From an optimization exercise on the open Yosys and OpenROAD flow, aimed at small area; shortcuts taken in it are not production practice. In this exercise RTL edits were held to simulation tests only and were not proved equivalent to the original. Power is estimated from default activity; no workload was simulated.

==> garnet: inputs <==
==> flow/design.v (excerpt) <==
module kfe (
    input  wire        clk,
    input  wire        rst,           
    input  wire        op_valid,
    input  wire [31:0] op_word,
    output wire        op_ready,
    output wire        rsp_valid,
    output wire [3:0]  rsp_code,
    output wire [15:0] rsp_data,
    output wire        irq
);
    localparam NSCHEMA = 2;
    localparam BUFMAX  = 256;
    localparam LD = 8;
    localparam D  = 1 << LD;
    localparam K  = BUFMAX / D;
    localparam RW = 8 * K;            
    localparam [1:0] S_IDLE = 2'd0, S_HDR = 2'd1, S_ACCUM = 2'd2;
    localparam [2:0] C_OK = 3'd0, C_ILLEGAL = 3'd1, C_BAD_ADDR = 3'd2,
                     C_READ_ONLY = 3'd3, C_NO_FRAME = 3'd4, C_RANGE = 3'd5;
    localparam [3:0] OP_NOP = 4'h0, OP_PUSH = 4'h1, OP_WRREG = 4'h2,
                     OP_RDREG = 4'h3, OP_CANCEL = 4'h4, OP_RELEASE = 4'h5,
                     OP_CKINIT = 4'h6, OP_CKFEED = 4'h7, OP_FRREAD = 4'h8,
                     OP_SRESET = 4'h9;
    reg [7:0]  scfg   [0:NSCHEMA-1];
    reg [15:0] explen [0:NSCHEMA-1];
    reg [15:0] rhdr01 [0:NSCHEMA-1];
    reg [15:0] rhdr23 [0:NSCHEMA-1];
    reg [15:0] nhdr01 [0:NSCHEMA-1];
    reg [15:0] nhdr23 [0:NSCHEMA-1];
    reg        ie_outv;
  ...
==> flow/config.mk <==
export PLATFORM = sky130hd
export DESIGN_NAME = kfe
export DESIGN_NICKNAME = kfe
export VERILOG_FILES = /design/flow/design.v
export SDC_FILE = /design/flow/constraint.sdc
export NUM_CORES = 4
export LEC_CHECK = 0
export CAP_MARGIN = 20
export CORE_MARGIN = 2
export CORE_UTILIZATION = 70
export PLACE_DENSITY = 0.8
export SLEW_MARGIN = 20
==> flow/constraint.sdc <==
create_clock -name core_clock -period 10.0 [get_ports {clk}]
set_input_delay 2.0000 -clock core_clock [delete_from_list [all_inputs] [get_ports {clk}]]
set_output_delay 2.0000 -clock core_clock [all_outputs]
set_load 0.01 [all_outputs]
standard.sh (not shown) runs the stock make flow with config.mk's settings and CLKGATE_MAP_FILE= SYNTH_SCRIPT=/design/flow/synth_recipe.tcl, a recipe that flattens the netlist after the stock synthesis.
==> flow/flow/run.sh <==
#!/bin/bash
# The standard layout (the standard.sh: standard synthesis, floorplan,
# placement, CTS, routing, finish) with only the clock tree synthesis
# arguments changed: clkbuf_16 buffers, sink clusters of at most 18
# flip-flops within 60 um, a buffer at least every 150 um of clock wire, and
# no dummy loads. Each ORFS step keeps its own log under orfs/logs; the make
# output goes to standard.log.
set -euo pipefail
cd "$(dirname "$0")/.."
export CTS_ARGS="-sink_clustering_enable -repair_clock_nets -dont_use_dummy_load -buf_list sky130_fd_sc_hd__clkbuf_16 -sink_clustering_size 18 -sink_clustering_max_diameter 60 -distance_between_buffers 150"
bash standard.sh finish > standard.log 2>&1
==> inputs of onyx, as changes to garnet <==
--- a/flow/design.v
+++ b/flow/design.v
@@ -38,18 +38,22 @@
     reg [1:0]  fsm;
     reg [7:0]  pos;
     reg        slot;
     reg        rq;
     reg [1:0]  candr, candn;
     reg [7:0]  ra_sum;
     reg [15:0] ra_crc;
+    reg        ra_m;
+    reg [7:0]  ra_h;
     reg        ck_kind;
     reg [15:0] ck_cnt;
     reg [15:0] ck_acc;
     reg        ck_m;
+    reg [7:0]  ck_h;
+    reg        ck_okc;
     reg [RW*D-1:0] rb;
     reg [RW*D-1:0] ob;
     reg [LD-1:0]   h;
     reg        pend_wr;         
     reg        pend_fr;         
     reg [7:0]  arg;             
     reg [7:0]  pdata;
@@ -115,54 +119,51 @@
     wire       a_global = (addr <= 8'h0C);
     wire       a_mapped = a_slot || a_global;
     wire       a_ro     = a_global && (addr != 8'h02) && (addr != 8'h03);
     wire       a_s      = addr[3];
     wire in_hdr   = (fsm == S_HDR);
     wire in_accum = (fsm == S_ACCUM);
     wire busy     = (fsm != S_IDLE);
-    wire ck_ok = ck_kind ? (ck_acc == 16'h0000) : ck_m;
+    wire ck_ok = ck_kind ? ck_okc : ck_m;
     wire [1:0] cfgerr = sl_en & ~sl_wf;
     wire [8:0] out_len_v = outv ? out_len : 9'd0;
-    wire       r_slot = (arg[7:4] == 4'h1);
-    wire       r_glob = (arg[7:4] == 4'h0);
-    wire [15:0] r_sel;
-    genvar ga;
-    generate
-        for (ga = 0; ga < 16; ga = ga + 1) begin : g_rsel
-            assign r_sel[ga] = (arg[3:0] == ga);
-        end
-    endgenerate
-    wire [5:0] rs_s;      
-    generate
-        for (ga = 0; ga < 6; ga = ga + 1) begin : g_rss
-            assign rs_s[ga] = r_slot && (arg[2:0] == ga);
+    wire       r_s = arg[3];
+    reg [15:0] rd_val;
+    always @(*) begin
+        rd_val = 16'h0000;
+        if (arg[7:4] == 4'h1) begin
+            case (arg[2:0])
+                3'd0: rd_val = {8'h00, scfg[r_s]};
+                3'd1: rd_val = explen[r_s];
+                3'd2: rd_val = rhdr01[r_s];
+                3'd3: rd_val = rhdr23[r_s];
+                3'd4: rd_val = nhdr01[r_s];
+                3'd5: rd_val = nhdr23[r_s];
+                default: rd_val = 16'h0000;
+            endcase
+        end else begin
+            case (arg[3:0])
+                4'h0: rd_val = NSCHEMA;
+                4'h1: rd_val = BUFMAX;
+                4'h2: rd_val = {3'b000, st_err, st_ovr, st_ovf, st_mism, st_noise,
+                                5'b00000, busy, outv & out_ckok, outv};
+                4'h3: rd_val = {3'b000, ie_ev, 7'b0000000, ie_outv};
+                4'h4: rd_val = {10'd0, rq, 2'b00, slot & in_accum, fsm};
+                4'h5: rd_val = busy ? {8'h00, pos} : 16'h0000;
+                4'h6: rd_val = {6'd0, outv & out_ckok, outv, 7'd0, outv & out_schema};
+                4'h7: rd_val = {7'd0, out_len_v};
+                4'h8: rd_val = {14'd0, cfgerr};
+                4'h9: rd_val = {14'd0, ck_ok, ck_kind};
+                4'hA: rd_val = ck_acc;
+                4'hB: rd_val = ck_cnt;
+                4'hC: rd_val = in_hdr ? {6'd0, candn, 6'd0, candr} : 16'h0000;
+                default: rd_val = 16'h0000;
+            endcase
         end
-    endgenerate
-    wire r_s1 = arg[3];
-    wire [15:0] rd_val =
-          ({16{rs_s[0]}} & {8'h00, r_s1 ? scfg[1]   : scfg[0]})
-        | ({16{rs_s[1]}} & (r_s1 ? explen[1] : explen[0]))
-        | ({16{rs_s[2]}} & (r_s1 ? rhdr01[1] : rhdr01[0]))
-        | ({16{rs_s[3]}} & (r_s1 ? rhdr23[1] : rhdr23[0]))
-        | ({16{rs_s[4]}} & (r_s1 ? nhdr01[1] : nhdr01[0]))
-        | ({16{rs_s[5]}} & (r_s1 ? nhdr23[1] : nhdr23[0]))
-        | ({16{r_glob & r_sel[0]}} & 16'd2)
-        | ({16{r_glob & r_sel[1]}} & 16'd256)
-        | ({16{r_glob & r_sel[2]}} & {3'b000, st_err, st_ovr, st_ovf, st_mism, st_noise,
-                                      5'b00000, busy, outv & out_ckok, outv})
-        | ({16{r_glob & r_sel[3]}} & {3'b000, ie_ev, 7'b0000000, ie_outv})
-        | ({16{r_glob & r_sel[4]}} & {10'd0, rq, 2'b00, slot & in_accum, fsm})
-        | ({16{r_glob & r_sel[5] & busy}} & {8'h00, pos})
-        | ({16{r_glob & r_sel[6] & outv}} & {6'd0, out_ckok, 1'b1, 7'd0, out_schema})
-        | ({16{r_glob & r_sel[7] & outv}} & {7'd0, out_len})
-        | ({16{r_glob & r_sel[8]}} & {14'd0, cfgerr})
-        | ({16{r_glob & r_sel[9]}} & {14'd0, ck_ok, ck_kind})
-        | ({16{r_glob & r_sel[10]}} & ck_acc)
-        | ({16{r_glob & r_sel[11]}} & ck_cnt)
-        | ({16{r_glob & r_sel[12] & in_hdr}} & {6'd0, candn, 6'd0, candr});
+    end
     wire [1:0] k = pos[1:0];
     reg  [1:0] hc_cn, hc_cr;
     reg        hc_noise, hc_resp, hc_rslot;
     reg  [1:0] hs_cn, hs_cr;
     reg        hs_noise, hs_resp, hs_rslot;
     integer t;
     always @(*) begin
@@ -184,15 +185,15 @@
             end
             if (hs_cr[t] && (sl_rhlen[t] == 3'd1)) begin
                 hs_resp = 1'b1; hs_rslot = t;
             end
         end
     end
     wire       a_wf   = sl_wf[slot];
-    wire [8:0] a_exp  = explen[slot][8:0];
+    wire [15:0] a_exp = explen[slot];
     wire [8:0] pos1   = {1'b0, pos} + 9'd1;
     reg [1:0] p_fsm;
     reg [7:0] p_pos;
     reg       p_slot;
     reg       p_rq;
     reg [1:0] p_candr, p_candn;
     reg       p_noise, p_mism, p_ovf;
@@ -232,22 +233,22 @@
                 end else begin
                     p_wr = 1'b1;
                     p_pos = pos1[7:0];
                     p_candr = hc_cr; p_candn = hc_cn;
                 end
             end
             S_ACCUM: begin
-                if (!a_wf || {1'b0, pos} >= a_exp) begin
+                if (!a_wf || {8'd0, pos} >= a_exp) begin
                     p_ovf = 1'b1;
                     p_fsm = S_IDLE;
                     p_start = p_sof;
                 end else begin
                     p_wr = 1'b1;
                     p_pos = pos1[7:0];
-                    if (pos1 == a_exp) begin
+                    if ({7'd0, pos1} == a_exp) begin
                         p_emit = 1'b1;
                         p_fsm = S_IDLE;
                         p_rq = 1'b1;
                     end
                 end
             end
             default: p_start = p_sof;
@@ -271,18 +272,20 @@
                 p_fsm = S_HDR;
             end
         end
     end
     wire        is_push = (op == OP_PUSH);
     wire [15:0] x_crc = is_push ? (p_idx0 ? 16'hFFFF : ra_crc) : ck_acc;
     wire [7:0]  x_sum = is_push ? (p_idx0 ? 8'h00 : ra_sum) : ck_acc[7:0];
+    wire [7:0]  x_h   = is_push ? ra_h : ck_h;
+    wire        x_m   = is_push ? ra_m : ck_m;
     wire [15:0] x_step = crc_step(x_crc, w_byte);
     wire [7:0]  x_add  = x_sum + w_byte;
     wire        x_eqlo = (w_byte == x_crc[7:0]);
-    wire        x_okc  = (x_step == 16'h0000);
+    wire        x_okc  = x_m && (w_byte == x_h);
     wire        x_oks  = (w_byte == x_sum);
     wire aligned = (h == arg[LD-1:0]);
     wire copy_start = copy_req && !pend_wr && (h == {LD{1'b0}});
     wire copy_on    = copy_start || copy_act;
     assign op_ready = !copy_req && !copy_act &&
                       (!(pend_wr || pend_fr) || aligned);
     wire accept = op_valid && op_ready;
@@ -354,14 +357,15 @@
             outv     <= 1'b0;
             fsm      <= S_IDLE;
             rq       <= 1'b0;
             ck_kind  <= 1'b1;
             ck_cnt   <= 16'd0;
             ck_acc   <= 16'hFFFF;
             ck_m     <= 1'b0;
+            ck_okc   <= 1'b0;
         end else if (accept) begin
             if (!op_ok) begin
                 st_err <= 1'b1;
             end else begin
                 case (op)
                     OP_PUSH: begin
                         fsm   <= p_fsm;
@@ -372,14 +376,16 @@
                         candn <= p_candn;
                         if (p_noise) st_noise <= 1'b1;
                         if (p_mism)  st_mism  <= 1'b1;
                         if (p_ovf)   st_ovf   <= 1'b1;
                         if (p_wr) begin
                             ra_sum <= x_add;
                             ra_crc <= x_step;
+                            ra_m   <= x_eqlo;
+                            ra_h   <= x_crc[15:8];
                         end
                         if (p_emit) begin
                             if (outv) begin
                                 st_ovr <= 1'b1;
                             end else begin
                                 outv       <= 1'b1;
                                 out_len    <= pos1;
@@ -418,18 +424,21 @@
                         outv <= 1'b0;
                     end
                     OP_CKINIT: begin
                         ck_kind <= op_word[0];
                         ck_cnt  <= 16'd0;
                         ck_acc  <= op_word[0] ? 16'hFFFF : 16'h0000;
                         ck_m    <= 1'b0;
+                        ck_okc  <= 1'b0;
                     end
                     OP_CKFEED: begin
                         ck_acc <= ck_kind ? x_step : {8'h00, x_add};
                         ck_m   <= x_eqlo;
+                        ck_h   <= ck_acc[15:8];
+                        ck_okc <= x_okc;
                         ck_cnt <= (ck_cnt == 16'hFFFF) ? 16'hFFFF : ck_cnt + 16'd1;
                     end
                     default: ;
                 endcase
             end
         end
     end
==> flow/run.sh (new file) <==
#!/bin/bash
# synth_recipe.tcl (not shown) runs the flow's synth.tcl, then flattens the netlist and writes it again
# the make line also repeats each setting of config.mk as NAME=value (left out here)
make -C /OpenROAD-flow-scripts/flow DESIGN_CONFIG=/design/flow/config.mk WORK_HOME=/design/flow/orfs CLKGATE_MAP_FILE= SYNTH_SCRIPT=/design/flow/synth_recipe.tcl finish
Settings changed: CORE_UTILIZATION 70 to 45, PLACE_DENSITY 0.8 to 0.6.
removed: flow/flow/run.sh
removed: flow/standard.sh
==> summary.txt <==
garnet completed without violations. onyx completed with no timing, DRC or antenna violations. Global-route usage: onyx is lower than garnet (17 points). Between garnet and onyx, the lower register-to-register slack is in garnet (gap 2.1 ns). Of garnet and onyx, onyx has the higher clock power (gap about 28%, measured against onyx). Against onyx, the synthesized area of garnet is lower by 0.99%. In onyx the sequential share of layout area is lower than in garnet, by 5.3 points. Cell area: onyx is higher than garnet (7.5%). In onyx the hold slack is lower than in garnet, by 0.0033 ns. Routed wire length: garnet is higher than onyx (about 34%). Of garnet and onyx, onyx has the higher non-clock buffer count (gap 6). Of onyx and garnet, onyx has the higher total power (gap 15%, measured against garnet).

[port drivers added, routing unchanged]
How much do the figures lean on ideal ports? The routed layouts below were timed once more, with nothing changed but the port constraints.
Step 1: set_driving_cell puts a clkbuf_16 on clk and a buf_2 on each other input, an assumption about the parent block.
Step 2 adds t to the input delays and takes it off the output delays; t is the mean of the earliest and latest rising clock arrival at the registers after step 1. Input paths then give back, and output paths get back, about the clock's delay inside the block.
a / b / c = ideal / step 1 / step 2; a / b = the first two.
run | t, ns | setup WS [ns] | slew at the worst register clock pin (ns) | worst data-port slew with drivers (ns)
garnet | 0.868 | 1.409 / 1.409 / 1.409 | 0.12 / 0.12 | 0.04
onyx | 0.998 | 2.258 / 2.314 / 1.316 | 0.07 / 0.07 | 0.04
After both steps every run listed still meets setup and hold. For onyx, which loses most, drivers alone change the setup slack by +0.056 ns; drivers and shift together by -0.942 ns.
